What follows belongs to an exercise in optimizing a design on an open flow for small area and a short achievable clock period; a production flow would make more cautious choices. In this exercise RTL edits were held to simulation tests only and were not proved equivalent to the original.

File: run.sh
#!/bin/bash
# synth_recipe.tcl (not shown) runs the flow's synth.tcl, then flattens the netlist and writes it again
# the make line also repeats each setting of config.mk as NAME=value (left out here)
make -C /OpenROAD-flow-scripts/flow DESIGN_CONFIG=/design/flow/config.mk WORK_HOME=/design/flow/orfs CLKGATE_MAP_FILE= SYNTH_SCRIPT=/design/flow/synth_recipe.tcl finish
File: config.mk
export PLATFORM = sky130hd
export DESIGN_NAME = tgb_chan_trial
export DESIGN_NICKNAME = tgb_chan_trial
export VERILOG_FILES = /design/flow/design.v
export SDC_FILE = /design/flow/constraint.sdc
export NUM_CORES = 4
export LEC_CHECK = 0
export CAP_MARGIN = 20
export CORE_MARGIN = 2
export CORE_UTILIZATION = 40
export SLEW_MARGIN = 20
File: constraint.sdc
create_clock -name core_clock -period 30.0 [get_ports {clk}]
set_input_delay 6.0000 -clock core_clock [delete_from_list [all_inputs] [get_ports {clk}]]
set_output_delay 6.0000 -clock core_clock [all_outputs]
set_load 0.01 [all_outputs]
File: design.v
module tgb_cos_rom (
    input  wire [5:0] k,
    output reg  [8:0] a,
    output reg  [8:0] b
);
    always @(*) begin
        case (k)
            6'd0: begin a = 9'd511; b = 9'd0; end
            6'd1: begin a = 9'd511; b = 9'd13; end
            6'd2: begin a = 9'd510; b = 9'd25; end
            6'd3: begin a = 9'd510; b = 9'd38; end
            6'd4: begin a = 9'd509; b = 9'd50; end
            6'd5: begin a = 9'd507; b = 9'd63; end
            6'd6: begin a = 9'd505; b = 9'd75; end
            6'd7: begin a = 9'd503; b = 9'd87; end
            6'd8: begin a = 9'd501; b = 9'd100; end
            6'd9: begin a = 9'd499; b = 9'd112; end
            6'd10: begin a = 9'd496; b = 9'd124; end
            6'd11: begin a = 9'd492; b = 9'd136; end
            6'd12: begin a = 9'd489; b = 9'd148; end
            6'd13: begin a = 9'd485; b = 9'd160; end
            6'd14: begin a = 9'd481; b = 9'd172; end
            6'd15: begin a = 9'd477; b = 9'd184; end
            6'd16: begin a = 9'd472; b = 9'd196; end
            6'd17: begin a = 9'd467; b = 9'd207; end
            6'd18: begin a = 9'd462; b = 9'd218; end
            6'd19: begin a = 9'd456; b = 9'd230; end
            6'd20: begin a = 9'd451; b = 9'd241; end
            6'd21: begin a = 9'd445; b = 9'd252; end
            6'd22: begin a = 9'd438; b = 9'd263; end
            6'd23: begin a = 9'd432; b = 9'd273; end
            6'd24: begin a = 9'd425; b = 9'd284; end
            6'd25: begin a = 9'd418; b = 9'd294; end
            6'd26: begin a = 9'd410; b = 9'd304; end
            6'd27: begin a = 9'd403; b = 9'd314; end
            6'd28: begin a = 9'd395; b = 9'd324; end
            6'd29: begin a = 9'd387; b = 9'd334; end
            6'd30: begin a = 9'd379; b = 9'd343; end
            6'd31: begin a = 9'd370; b = 9'd352; end
            6'd32: begin a = 9'd361; b = 9'd361; end
            6'd33: begin a = 9'd352; b = 9'd370; end
            6'd34: begin a = 9'd343; b = 9'd379; end
            6'd35: begin a = 9'd334; b = 9'd387; end
            6'd36: begin a = 9'd324; b = 9'd395; end
            6'd37: begin a = 9'd314; b = 9'd403; end
            6'd38: begin a = 9'd304; b = 9'd410; end
            6'd39: begin a = 9'd294; b = 9'd418; end
            6'd40: begin a = 9'd284; b = 9'd425; end
            6'd41: begin a = 9'd273; b = 9'd432; end
            6'd42: begin a = 9'd263; b = 9'd438; end
            6'd43: begin a = 9'd252; b = 9'd445; end
            6'd44: begin a = 9'd241; b = 9'd451; end
            6'd45: begin a = 9'd230; b = 9'd456; end
            6'd46: begin a = 9'd218; b = 9'd462; end
            6'd47: begin a = 9'd207; b = 9'd467; end
            6'd48: begin a = 9'd196; b = 9'd472; end
            6'd49: begin a = 9'd184; b = 9'd477; end
            6'd50: begin a = 9'd172; b = 9'd481; end
            6'd51: begin a = 9'd160; b = 9'd485; end
            6'd52: begin a = 9'd148; b = 9'd489; end
            6'd53: begin a = 9'd136; b = 9'd492; end
            6'd54: begin a = 9'd124; b = 9'd496; end
            6'd55: begin a = 9'd112; b = 9'd499; end
            6'd56: begin a = 9'd100; b = 9'd501; end
            6'd57: begin a = 9'd87; b = 9'd503; end
            6'd58: begin a = 9'd75; b = 9'd505; end
            6'd59: begin a = 9'd63; b = 9'd507; end
            6'd60: begin a = 9'd50; b = 9'd509; end
            6'd61: begin a = 9'd38; b = 9'd510; end
            6'd62: begin a = 9'd25; b = 9'd510; end
            6'd63: begin a = 9'd13; b = 9'd511; end
            default: begin a = 9'd0; b = 9'd0; end
        endcase
    end
endmodule
module tgb_chan_trial (
    input  wire               clk,
    input  wire               rst,         
    input  wire               scheme,      
    input  wire [3:0]         sps,         
    input  wire [7:0]         phase_inc,   
    input  wire [7:0]         sigma,       
    input  wire               start,       
    input  wire               s_valid,
    input  wire [1:0]         sym_i,       
    input  wire [1:0]         sym_q,       
    input  wire signed [9:0]  noise,       
    output reg                r_valid,
    output wire signed [25:0] r_stat_i,
    output wire signed [25:0] r_stat_q,
    output wire               r_dec_i,     
    output wire               r_dec_q,
    output wire [15:0]        r_errs
);
    reg              v0, st0, sch0;
    reg        [3:0] sps0;
    reg        [7:0] pinc0, sig0;
    reg        [1:0] si0, sq0;
    reg signed [9:0] nz0;
    always @(posedge clk) begin
        v0    <= s_valid & ~rst;
        st0   <= start | rst;
        sch0  <= scheme;
        sps0  <= sps;
        pinc0 <= phase_inc;
        sig0  <= sigma;
        si0   <= sym_i;
        sq0   <= sym_q;
        nz0   <= noise;
    end
    reg  [7:0] phase;
    reg  [3:0] cnt;
    reg        ffirst;                     
    wire [7:0] ph    = st0 ? 8'd0 : phase;
    wire [3:0] ccnt  = st0 ? 4'd0 : cnt;
    wire       cff   = st0 | ffirst;
    wire       last  = (ccnt == sps0 - 4'd1);
    always @(posedge clk) begin
        if (v0) begin
            phase  <= ph + pinc0;
            cnt    <= last ? 4'd0 : ccnt + 4'd1;
            ffirst <= cff & ~last;
        end else begin
            phase  <= ph;
            cnt    <= ccnt;
            ffirst <= cff;
        end
    end
    wire [8:0] ma, mb;
    tgb_cos_rom u_rom (.k(ph[5:0]), .a(ma), .b(mb));
    wire [8:0] cmag = ph[6] ? mb : ma;
    wire [8:0] smag = ph[6] ? ma : mb;
    wire       cneg = ph[7] ^ ph[6];
    wire       sneg = ph[7];
    wire signed [9:0] cos_c = cneg ? -$signed({1'b0, cmag}) : $signed({1'b0, cmag});
    wire signed [9:0] sin_c = sneg ? -$signed({1'b0, smag}) : $signed({1'b0, smag});
    wire signed [1:0]  lvl_i = si0;
    wire signed [1:0]  lvl_q = sq0;
    wire signed [11:0] ic = lvl_i * cos_c;
    wire signed [11:0] qs = lvl_q * sin_c;
    wire signed [12:0] u1 = sch0 ? ic + qs : ic;
    wire signed [18:0] nzp = $signed({1'b0, sig0}) * nz0;
    reg               v1, l1, f1, ff1, sch1, ei1, eq1;
    reg signed [12:0] u1r;
    reg signed [11:0] nz1;
    reg signed [9:0]  c1, s1;
    always @(posedge clk) begin
        v1   <= v0 & ~rst;
        l1   <= last;
        f1   <= (ccnt == 4'd0);
        ff1  <= cff;
        sch1 <= sch0;
        ei1  <= ~si0[1];
        eq1  <= ~sq0[1];
        u1r  <= u1;
        nz1  <= nzp >>> 7;
        c1   <= cos_c;
        s1   <= sin_c;
    end
    wire signed [21:0] u_scl = u1r * $signed(9'sd181);
    wire signed [12:0] tx    = sch1 ? (u_scl >>> 8) : u1r;
    wire signed [12:0] rx    = tx + nz1;
    reg               v2, l2, f2, ff2, sch2, ei2, eq2;
    reg signed [12:0] rx2;
    reg signed [9:0]  c2, s2;
    always @(posedge clk) begin
        v2   <= v1 & ~rst;
        l2   <= l1;
        f2   <= f1;
        ff2  <= ff1;
        sch2 <= sch1;
        ei2  <= ei1;
        eq2  <= eq1;
        rx2  <= rx;
        c2   <= c1;
        s2   <= s1;
    end
    reg signed [25:0] acc_i, acc_q;
    reg        [15:0] errs;
    wire signed [25:0] base_i = f2 ? 26'sd0 : acc_i;
    wire signed [25:0] base_q = f2 ? 26'sd0 : acc_q;
    wire signed [25:0] sum_i  = base_i + rx2 * c2;
    wire signed [25:0] sum_q  = base_q + rx2 * s2;
    wire err_i = sum_i[25] == ei2;
    wire err_q = sch2 & (sum_q[25] == eq2);
    wire [15:0] eb  = ff2 ? 16'd0 : errs;
    wire [15:0] eb1 = eb + 16'd1;
    wire [15:0] eb2 = eb + 16'd2;
    wire [15:0] errs_new = (err_i & err_q) ? eb2 : (err_i | err_q) ? eb1 : eb;
    always @(posedge clk) begin
        if (rst) r_valid <= 1'b0;
        else     r_valid <= v2 & l2;
        if (v2) begin
            acc_i <= sum_i;
            acc_q <= sum_q;
            if (l2) errs <= errs_new;
        end
    end
    assign r_stat_i = acc_i;
    assign r_stat_q = acc_q;
    assign r_dec_i  = ~acc_i[25];
    assign r_dec_q  = ~acc_q[25];
    assign r_errs   = errs;
endmodule
==> run notes <==
[per-stage QoR]
stage           util  area (sq um)  worst slack [ns]
6_report       0.446         30500             22.29
3_5_place_dp   0.431         29500             22.69
2_1_floorplan      -         27700             23.37
3_3_place_gp   0.431         29500             22.76
4_1_cts        0.446         30500             22.26
5_1_grt        0.446         30500             21.81
[placed cells by master, fill, tap and decap left out, types with 7 or more instances in the layout]
cell,netlist,layout
sky130_fd_sc_hd__a21boi_0,8,8
sky130_fd_sc_hd__dfxtp_1,143,141
sky130_fd_sc_hd__a21oi_1,98,98
sky130_fd_sc_hd__o211ai_1,9,9
sky130_fd_sc_hd__mux2_2,15,15
sky130_fd_sc_hd__nand2_1,229,229
sky130_fd_sc_hd__o31ai_1,12,12
sky130_fd_sc_hd__o21ai_0,74,74
sky130_fd_sc_hd__inv_1,583,583
sky130_fd_sc_hd__nand4_1,8,8
sky130_fd_sc_hd__and3_1,13,13
sky130_fd_sc_hd__fa_1,406,406
sky130_fd_sc_hd__edfxtp_1,68,68
sky130_fd_sc_hd__xnor2_1,108,108
sky130_fd_sc_hd__nor2b_1,80,80
sky130_fd_sc_hd__o21bai_1,16,16
sky130_fd_sc_hd__ha_1,293,293
sky130_fd_sc_hd__nor2_1,154,154
sky130_fd_sc_hd__and2_1,177,177
sky130_fd_sc_hd__mux2i_1,20,20
sky130_fd_sc_hd__nand3b_1,8,8
sky130_fd_sc_hd__buf_4,3,11
sky130_fd_sc_hd__or2_2,12,12
sky130_fd_sc_hd__nand3_1,23,23
sky130_fd_sc_hd__o22ai_1,15,15
sky130_fd_sc_hd__nor3_1,31,31
sky130_fd_sc_hd__clkinv_4,0,7
sky130_fd_sc_hd__clkdlybuf4s50_1,0,109
sky130_fd_sc_hd__a211oi_1,14,14
sky130_fd_sc_hd__a31oi_1,16,16
sky130_fd_sc_hd__clkbuf_16,0,32
sky130_fd_sc_hd__nor3b_1,7,7
sky130_fd_sc_hd__xor2_1,30,30
sky130_fd_sc_hd__a21o_1,22,22
sky130_fd_sc_hd__o21a_1,16,16
sky130_fd_sc_hd__nand2b_1,39,39
[routing by layer]
layer,vias up,wire [microns]
met5,-,0
met4,0,1210
met2,359,29700
li1,9470,-
met1,9628,27400
met3,75,2160
[cell families (layout without fill, tap and decap cells)]
| family | count (synthesis) | after routing |
|---|---|---|
| compound gates | 368 | 368 |
| xor+xnor | 142 | 142 |
| fa+ha+maj | 705 | 705 |
| buf+inv | 695 | 763 |
| flops | 211 | 211 |
| mux | 38 | 38 |
| simple gates | 811 | 811 |
[how the worst min path moves through the flow]
stage | endpoint | startpoint | slack [ns] | depth (start not counted)
after floorplan | c2[0] | c1[0] | 0.31 | 0
after global placement | s2[8] | s1[8] | 0.31 | 0
after detailed placement | ff2 | ff1 | 0.31 | 0
after CTS | s2[0] | s1[0] | 0.32 | 0
after global routing | s2[0] | s1[0] | 0.32 | 0
final | s2[0] | s1[0] | 0.32 | 0
[layout make-up]
cell class              count  area [sq um]  share of cell area
flip-flops and latches    211          4910               0.161
repair buffers            120          1170              0.0385
multi-input cells        2064         20100               0.659
well taps                 882          1100              0.0362
clock buffers              37           850              0.0278
inverters                 589          2210              0.0725
clock inverters            17           164             0.00537
[flip-flops by register name, summed over array words and instances (netlist names), 2 cells and up]
register  flops
sps0          4
nz1          12
acc_i        26
rx2          13
nz0          10
si0           2
u1r          13
cnt           4
c1           10
s1           10
errs         16
sig0          8
c2           10
s2           10
acc_q        26
phase         8
pinc0         8
sq0           2
==> results by group <==
Die
  – Number of standard-cell rows in the floorplan: 96
  – Initial cell density of the core: 0.404
  – Boundary Pins: 110
  – Die height: 267 microns
  – Area of the die: 71300 sq um
  – Width of the chip: 267 microns
  – Floorplan Core Area: 68500 sq um

Synthesis
  – Complex-gate fraction of the synthesized area: 0.0869
  – Synthesized-area fraction occupied by and/or/nand/nor cells: 0.149
  – Synthesized area per cell: 9.31 sq um
  – Share of flip-flops with an asynchronous set or reset: 0
  – Net count after synthesis: 3708
  – Post-Synthesis Cell Area: 27700 sq um
  – Leading post-synthesis cells by cell area: sky130_fd_sc_hd__fa_1 (29%), sky130_fd_sc_hd__ha_1 (13%), sky130_fd_sc_hd__dfxtp_1 (10%)
  – Seq/Total Area, Yosys: 0.177
  – Number of synthesized flops with an enable pin: 68
  – Instance count of the mapped netlist: 2970
  – Yosys Warn Count: 2
  – Post-synthesis adder-cell area fraction: 0.429
  – Area share of the largest cell type after synthesis: 0.294
  – Most instantiated flip-flop cell in the synthesis netlist: sky130_fd_sc_hd__dfxtp_1
  – Mux contribution to synthesized area: 0.0150
  – Post-synthesis cell type with the largest combined area: sky130_fd_sc_hd__fa_1
  – Yosys reg bits: 211
  – Most frequent cell after synthesis: sky130_fd_sc_hd__inv_1
  – Synth cell count leaders: sky130_fd_sc_hd__inv_1 (583), sky130_fd_sc_hd__fa_1 (406), sky130_fd_sc_hd__ha_1 (293), sky130_fd_sc_hd__nand2_1 (229), sky130_fd_sc_hd__and2_1 (177)
  – Largest family of logic cells by synthesized area: adder cells
  – Distinct cells, synth: 91
  – Synthesized-area fraction occupied by xor and xnor cells: 0.0469

Global routing
  – Overall routing resource usage: 0.176
  – Vias in the first global route: 20400
  – Met2 GRT Util: 0.305
  – Routing usage on met3: 0.0171
  – First-pass GRT wire length: 103 mm
  – Most used routing layer in global routing: met2
  – Sum of overflow across all layers after global routing: 0
  – Pin count of the biggest net entering global routing: 56
  – GR met1 Demand/Resource: 0.236
  – Initial antenna violation count: 0

Setup path
  – Highest net fanout along the worst path: 9
  – Family with the most delay on the worst path: buffers and inverters
  – Worst R2R Path Depth: 28
  – Beginning of the worst register-to-register path: phase[1]
  – Slowest cell delay on critical path: 0.60 ns
  – Category of the critical setup timing path: reg2out
  – Endpoint required time on the critical path: 24.00 ns
  – Arrival time worst endpoint: 1.71 ns
  – Logic depth of the worst setup path including buffers: 1
  – List of cells traversed by the critical path: clkdlybuf4s50_1
  – Kind of end point of the critical path: primary output
  – Category of the worst setup path launch point: register
  – Startpoint of the most critical setup path: errs[8]
  – Reg2reg setup slack: 22.51 ns
  – Critical-path cell with the highest stage delay: sky130_fd_sc_hd__clkdlybuf4s50_1
  – Critical path destination: r_errs[8]
  – Reg2Reg Capture Point: u1r[12]
  – CP bufs+invs: 1

Timing
  – Final clock skew: 0.0177 ns
  – Final-report setup violation count: 0
  – Number of endpoints with negative hold slack in the final report: 0
  – Final max-slew violation count: 0
  – Highest clock rate: 130 MHz
  – Headroom to the max-slew limit: 0.376
  – Final critical-path required period: 7.71 ns
  – Final worst path period share: 0.257
  – Setup repair after global routing missed its margin: false
  – Final worst hold slack: 0.322 ns
  – Tightest Pin Transition: 0.934 ns
  – Total Negative Setup Slacks: 0 ns

CTS
  – Clock latency reported for the late side of the worst-skew pair: 0.60 ns
  – TritonCTS buffer count: 29
  – Buffer cell driving the clock tree root: sky130_fd_sc_hd__clkbuf_16
  – H-tree depth: 1
  – TritonCTS clock tree: done
  – Number of gates resized after CTS: 0
  – Post-CTS setup repair buffer count: 0
  – Hold buffer count at cts: 0
  – CTS sink count: 211
  – Clock Path Buffers: 3
  – Clock transition at the registers of the reported paths: 0.07 ns

Finish
  – Nets: 3753
  – Number of filler instances in the final layout: 6638
  – ANT cells: 0
  – Share of cells above drive strength 1: 0.0382
  – Area growth from synthesis to layout: 10.3%
  – Finished Layout Cells: 3920

Placement
  – Total placed cells including tap cells: 3866
  – Detailed Place HPWL: 47.8 mm
  – Count of port buffers added during placement: 109
  – Global placer's final weighted congestion: 0.889

Routing
  – Detail-routed via count per cell: 4.98
  – Pre-antenna DRT Iters: 5
  – Detailed Route Iter0 Violations: 1168
  – Routed WL: 60.5 mm
  – Mean routed wirelength per cell: 15.4 microns
  – Vias after detailed routing: 19500
  – Remaining DRCs: 0
  – Post-route ant nets: 0

Run
  – Count of max-cap constraint violations: 0

Worst hold path
  – Worst min path class: reg2reg

Run status
  – Result of the run: timing/DRC/antenna clean

## separate check: timing with driven ports
No port has a modelled driver above. Below, the same layout with a new extraction and two added sets of constraints. Step 1 (the two cells are an assumption about what drives the block):
set clk [get_ports {clk}]
set_driving_cell -lib_cell sky130_fd_sc_hd__clkbuf_16 $clk
set_driving_cell -lib_cell sky130_fd_sc_hd__buf_2 [delete_from_list [all_inputs] $clk]
Step 2 moves the port delays by t, midway between the first and last clock arrival at a register: inputs arrive t later, outputs are due t later. That takes back most of the time a late clock gives input paths. a / b / c = ideal / step 1 / step 2; a / b = the first two.
t, ns: 0.651
setup WS [ns]: 22.291 / 22.226 / 22.506
worst setup path after step 2: register to register
latest minus earliest clock arrival (ns): 0.019 / 0.018
worst data-port slew with drivers (ns): 0.04
After both steps setup and hold are still met in this run. The setup slack of this run moves by -0.065 ns with the drivers and by +0.215 ns with both steps.
